Context: an optimization exercise on an open-source flow, tuned for small area, a short achievable clock period and few clock cycles. The choices shown serve that exercise and are no tape-out recipe. RTL that was checked went through simulation tests only; none was proved equivalent to the original.

## go_rainbow
module go_rainbow (
    input  wire        clk,
    input  wire        rst,            
    input  wire        step_valid,
    output wire        step_ready,
    input  wire [31:0] now,
    input  wire [7:0]  sat,
    input  wire [7:0]  val,
    output wire        pincfg_valid,
    output wire        pincfg_pin,     
    input  wire        pin_ack_valid,
    input  wire        pin_ack_ok,
    output reg         hb_en,          
    output reg         hb_level,
    output reg         idle_yield,
    output wire        px_valid,
    output wire [31:0] px_data,
    input  wire        px_ready,
    output reg  [1:0]  fault           
);
    reg        rdy;         
    reg        started;     
    reg        cfg_v;       
    reg        cfg_pin;
    reg        p1, p2;      
    reg        pxv;         
    reg  [3:0] cnt;         
    assign step_ready   = rdy;
    assign pincfg_valid = cfg_v;
    assign pincfg_pin   = cfg_pin;
    assign px_valid     = pxv;
    wire acc      = step_valid && rdy;
    wire acc_it   = acc && started;
    wire ack_fire = cfg_v && pin_ack_valid;
    wire px_fire  = pxv && px_ready;
    reg  [31:0] nq;
    reg  [8:0]  t0lo;
    reg  [4:0]  k5_hue, k5_fr;    
    reg  [7:0]  hue_offset;
  ...
export LEC_CHECK = 0
export ABC_AREA = 1
export CAP_MARGIN = 20
export CORE_MARGIN = 2
export CORE_UTILIZATION = 40
export SLEW_MARGIN = 20
create_clock -name core_clock -period 24.0 [get_ports {clk}]
run.sh (not shown) runs the stock make flow with config.mk's settings and CLKGATE_MAP_FILE= SYNTH_SCRIPT=/design/flow/synth_recipe.tcl, a recipe that flattens the netlist after the stock synthesis.
Edit:
--- a/flow/design.v
+++ b/flow/design.v
@@ -88,44 +88,40 @@
     assign px_valid     = pxv;
     wire acc      = step_valid && rdy;
     wire acc_it   = acc && started;
     wire ack_fire = cfg_v && pin_ack_valid;
     wire px_fire  = pxv && px_ready;
     reg  [31:0] nq;
     reg  [8:0]  t0lo;
     reg  [4:0]  k5_hue, k5_fr;    
     reg  [7:0]  hue_offset;
-    function [4:0] nib5(input [3:0] n);
-        begin
-            nib5[0] = (n == 4'd0) | (n == 4'd5) | (n == 4'd10) | (n == 4'd15);
-            nib5[1] = (n == 4'd1) | (n == 4'd6) | (n == 4'd11);
-            nib5[2] = (n == 4'd2) | (n == 4'd7) | (n == 4'd12);
-            nib5[3] = (n == 4'd3) | (n == 4'd8) | (n == 4'd13);
-            nib5[4] = (n == 4'd4) | (n == 4'd9) | (n == 4'd14);
-        end
-    endfunction
     function [4:0] add5(input [4:0] a, input [4:0] b);
         integer i, j;
         begin
             add5 = 5'd0;
             for (i = 0; i < 5; i = i + 1)
                 for (j = 0; j < 5; j = j + 1)
                     if ((i + j) % 5 == 0) add5[0] = add5[0] | (a[i] & b[j]);
                     else if ((i + j) % 5 == 1) add5[1] = add5[1] | (a[i] & b[j]);
                     else if ((i + j) % 5 == 2) add5[2] = add5[2] | (a[i] & b[j]);
                     else if ((i + j) % 5 == 3) add5[3] = add5[3] | (a[i] & b[j]);
                     else add5[4] = add5[4] | (a[i] & b[j]);
         end
     endfunction
-    wire [4:0] m5 = add5(add5(add5(nib5(nq[3:0]),   nib5(nq[7:4])),
-                              add5(nib5(nq[11:8]),  nib5(nq[15:12]))),
-                         add5(add5(nib5(nq[19:16]), nib5(nq[23:20])),
-                              add5(nib5(nq[27:24]), nib5(nq[31:28]))));
+    wire [6:0] m5s = nq[3:0] + nq[7:4] + nq[11:8] + nq[15:12]
+                   + nq[19:16] + nq[23:20] + nq[27:24] + nq[31:28];
+    wire [4:0] m5t = m5s[6:4] + m5s[3:0];
+    wire [4:0] m5;
+    assign m5[0] = (m5t == 5'd0) | (m5t == 5'd5) | (m5t == 5'd10) | (m5t == 5'd15) | (m5t == 5'd20);
+    assign m5[1] = (m5t == 5'd1) | (m5t == 5'd6) | (m5t == 5'd11) | (m5t == 5'd16) | (m5t == 5'd21);
+    assign m5[2] = (m5t == 5'd2) | (m5t == 5'd7) | (m5t == 5'd12) | (m5t == 5'd17) | (m5t == 5'd22);
+    assign m5[3] = (m5t == 5'd3) | (m5t == 5'd8) | (m5t == 5'd13) | (m5t == 5'd18);
+    assign m5[4] = (m5t == 5'd4) | (m5t == 5'd9) | (m5t == 5'd14) | (m5t == 5'd19);
     wire [4:0] m5n = {m5[1], m5[2], m5[3], m5[4], m5[0]};
     wire [8:0] d_hb = nq[8:0] - t0lo;
     wire [2:0] r8   = d_hb[2:0];
     wire [4:0] r5h  = add5(m5, k5_hue);
     wire [4:0] r5f  = add5(m5, k5_fr);
     wire [5:0] d_hue;
     wire [4:0] d_fr;
     assign d_hue =
         ({6{r5h[0]}} & ((r8 == 3'd0) ? 6'd0 : (r8 == 3'd1) ? 6'd25 : (r8 == 3'd2) ? 6'd10 : (r8 == 3'd3) ? 6'd35 : (r8 == 3'd4) ? 6'd20 : (r8 == 3'd5) ? 6'd5 : (r8 == 3'd6) ? 6'd30 : (r8 == 3'd7) ? 6'd15 : 6'd0))
@@ -157,19 +153,42 @@
     wire o5 = (&eqo[31:6])  & (p[5] != lo5[5]);
     wire [9:0] s_hb  = {1'b0, lo9[8:0]} + {1'b0, d_hb};
     wire [6:0] s_hue = {1'b0, lo6[5:0]} + {1'b0, d_hue};
     wire [5:0] s_fr  = {1'b0, lo5[4:0]} + {1'b0, d_fr};
     wire ovf_hue = o6 & s_hue[6];
     wire ovf_fr  = o5 & s_fr[5];
     wire due_hb  = !((z9 & !s_hb[9]) | (o9 & s_hb[9]));
     wire due_hue = !((z6 & !s_hue[6] & (s_hue[5:0] < 6'd40)) | ovf_hue);
     wire due_fr  = !((z5 & !s_fr[5]  & (s_fr[4:0]  < 5'd20)) | ovf_fr);
-    wire w = now < nq;      
+    wire [15:0] wg1, wp1;
+    wire [7:0]  wg2, wp2;
+    wire [3:0]  wg3, wp3;
+    wire [1:0]  wg4, wp4;
+    genvar gi;
+    generate
+        for (gi = 0; gi < 16; gi = gi + 1) begin : w_l1
+            assign wg1[gi] = g[2*gi+1] | (t[2*gi+1] & g[2*gi]);
+            assign wp1[gi] = t[2*gi+1] & t[2*gi];
+        end
+        for (gi = 0; gi < 8; gi = gi + 1) begin : w_l2
+            assign wg2[gi] = wg1[2*gi+1] | (wp1[2*gi+1] & wg1[2*gi]);
+            assign wp2[gi] = wp1[2*gi+1] & wp1[2*gi];
+        end
+        for (gi = 0; gi < 4; gi = gi + 1) begin : w_l3
+            assign wg3[gi] = wg2[2*gi+1] | (wp2[2*gi+1] & wg2[2*gi]);
+            assign wp3[gi] = wp2[2*gi+1] & wp2[2*gi];
+        end
+        for (gi = 0; gi < 2; gi = gi + 1) begin : w_l4
+            assign wg4[gi] = wg3[2*gi+1] | (wp3[2*gi+1] & wg3[2*gi]);
+            assign wp4[gi] = wp3[2*gi+1] & wp3[2*gi];
+        end
+    endgenerate
+    wire w = !(wg4[1] | (wp4[1] & (wg4[0] | wp4[0])));
     function [4:0] upd5(input [4:0] k, input up, input dn);
         begin
             if (up && !dn)      upd5 = {k[3:0], k[4]};
             else if (dn && !up) upd5 = {k[0], k[4:1]};
             else                upd5 = k;
         end
     endfunction
     wire [7:0] hue_inc  = hue_offset + 8'd1;
     wire [7:0] hue_next = due_hue ? hue_inc : hue_offset;
After rerunning: The changed run went through all stages and came out clean. Worst setup slack improves by 0.64 ns. Synthesized cell count went down by roughly a tenth. Final area decreases by a few percent.
Testbench counts after the change, summed over its fixed seeds: cycles 51,432.
The RTL of the first run of this note was laid out without a check of its function.


## the baseline
go_rainbow, a different RTL version from the one above (not shown whole).
Size in the first run: roughly 2900 cells after synthesis, roughly 95 I/O pins.
export LEC_CHECK = 0
export ABC_AREA = 1
export CAP_MARGIN = 20
export CORE_MARGIN = 2
export CORE_UTILIZATION = 40
export SLEW_MARGIN = 20
create_clock -name core_clock -period 24.0 [get_ports {clk}]
Testbench counts of the baseline, summed over its fixed seeds: cycles 51,432.
Relative to the baseline, the following input files were edited for the candidate:
--- a/flow/design.v
+++ b/flow/design.v
@@ -360,28 +360,27 @@
     output wire [31:0] px_data,
     input  wire        px_ready,
     output reg  [1:0]  fault           
 );
     reg        rdy;         
     reg        started;     
     reg        cfg_v;       
     reg        cfg_pin;
-    reg        p2;          
+    reg        p1, p2;      
     reg        pxv;         
     reg  [3:0] cnt;         
     reg        acc_q, dh_q, db_q, df_q, w_q, oh_q, of_q;
     reg        hb_en_r, hb_r;
     wire       ev_hue = acc_q && dh_q;
     wire       ev_hb  = acc_q && db_q;
-    wire       p1     = acc_q && df_q;       
     assign idle_yield   = acc_q && !dh_q && !db_q && !df_q;
     assign hb_en        = hb_en_r || ev_hb;
     assign hb_level     = hb_r ^ ev_hb;
-    assign step_ready   = rdy && !p1;
+    assign step_ready   = rdy;
     assign pincfg_valid = cfg_v;
     assign pincfg_pin   = cfg_pin;
     assign px_valid     = pxv;
     wire acc      = step_valid && step_ready;
     wire acc_it   = acc && started;
     wire ack_fire = cfg_v && pin_ack_valid;
     wire px_fire  = pxv && px_ready;
     reg  [31:0] nq;
@@ -517,30 +516,32 @@
     gr_val_chan u_val_b (.c(b_cb), .v(val_q), .v_lo(v_lo), .v_hi(v_hi), .y(vb));
     wire adv = p1 || p2 || px_fire;
     always @(posedge clk) begin
         if (rst) begin
             rdy        <= 1'b1;
             started    <= 1'b0;
             cfg_v      <= 1'b0;
             cfg_pin    <= 1'b0;
+            p1         <= 1'b0;
             p2         <= 1'b0;
             pxv        <= 1'b0;
             fault      <= 2'd0;
             acc_q      <= 1'b0;
             hb_en_r    <= 1'b0;
             hb_r       <= 1'b0;
             hue_offset <= 8'd0;
         end else begin
             acc_q      <= acc_it;
+            p1         <= acc_it && due_fr;
             p2         <= p1;
             hb_en_r    <= hb_en;
             hb_r       <= hb_level;
             hue_offset <= hue_cur;
-            if (p1)
+            if (acc_it && due_fr)
                 rdy <= 1'b0;
             if (acc && !started) begin
                 started <= 1'b1;
                 rdy     <= 1'b0;
                 cfg_v   <= 1'b1;
                 cfg_pin <= 1'b0;
             end
             if (ack_fire) begin
Notes after the runs:
Number of cells on the worst reg-to-reg path in the candidate is 6 higher than in the baseline. Count of placed standard cells in the final layout, fillers left out: the candidate vs the baseline up 38. Delta (the candidate minus the baseline): die area rose by about 0.54%; final critical path time including I/O delays and setup fell by 220 ps; count of multi-input gates +41; growth of design area from synthesis to finish has decreased; maximum frequency increased by 2.9% relative to the old numbers. Going from the baseline to the candidate, average detailed-routed wire length per instance went up; smallest setup slack after layout picked up an extra 220 ps; worst stage delay on the critical path -240 ps.
Testbench counts of the candidate, summed over its fixed seeds: cycles 51,432.

[port drivers added, routing unchanged]
The results above use ideal ports. As a check the final layouts listed here were re-extracted and re-timed, cells and wires unchanged.
Step 1 sets driving cells, clkbuf_16 on the clock port and buf_2 on the other inputs (assumed; they add their load-dependent delay and slew).
Step 2 moves the port delays by t, midway between the first and last clock arrival at a register: inputs arrive t later, outputs are due t later. That takes back most of the time a late clock gives input paths.
Slacks: ideal ports / drivers / drivers and shift; pairs: ideal ports / drivers.
| run | t, ns | setup slack, ns | slew at the worst register clock pin (ns) |
|---|---|---|---|
| the first run of note 1 | 0.540 | 14.854 / 14.854 / 14.854 | 0.08 / 0.08 |
| the second run of note 1 | 0.529 | 15.492 / 15.492 / 15.321 | 0.07 / 0.07 |
| the baseline | 0.541 | 15.990 / 15.935 / 15.701 | 0.08 / 0.08 |
| the candidate | 0.528 | 16.215 / 16.246 / 15.717 | 0.07 / 0.07 |
After both steps every run listed still meets setup and hold. The setup slack of the candidate, which loses most, moves by +0.031 ns with the drivers and by -0.498 ns with both steps.
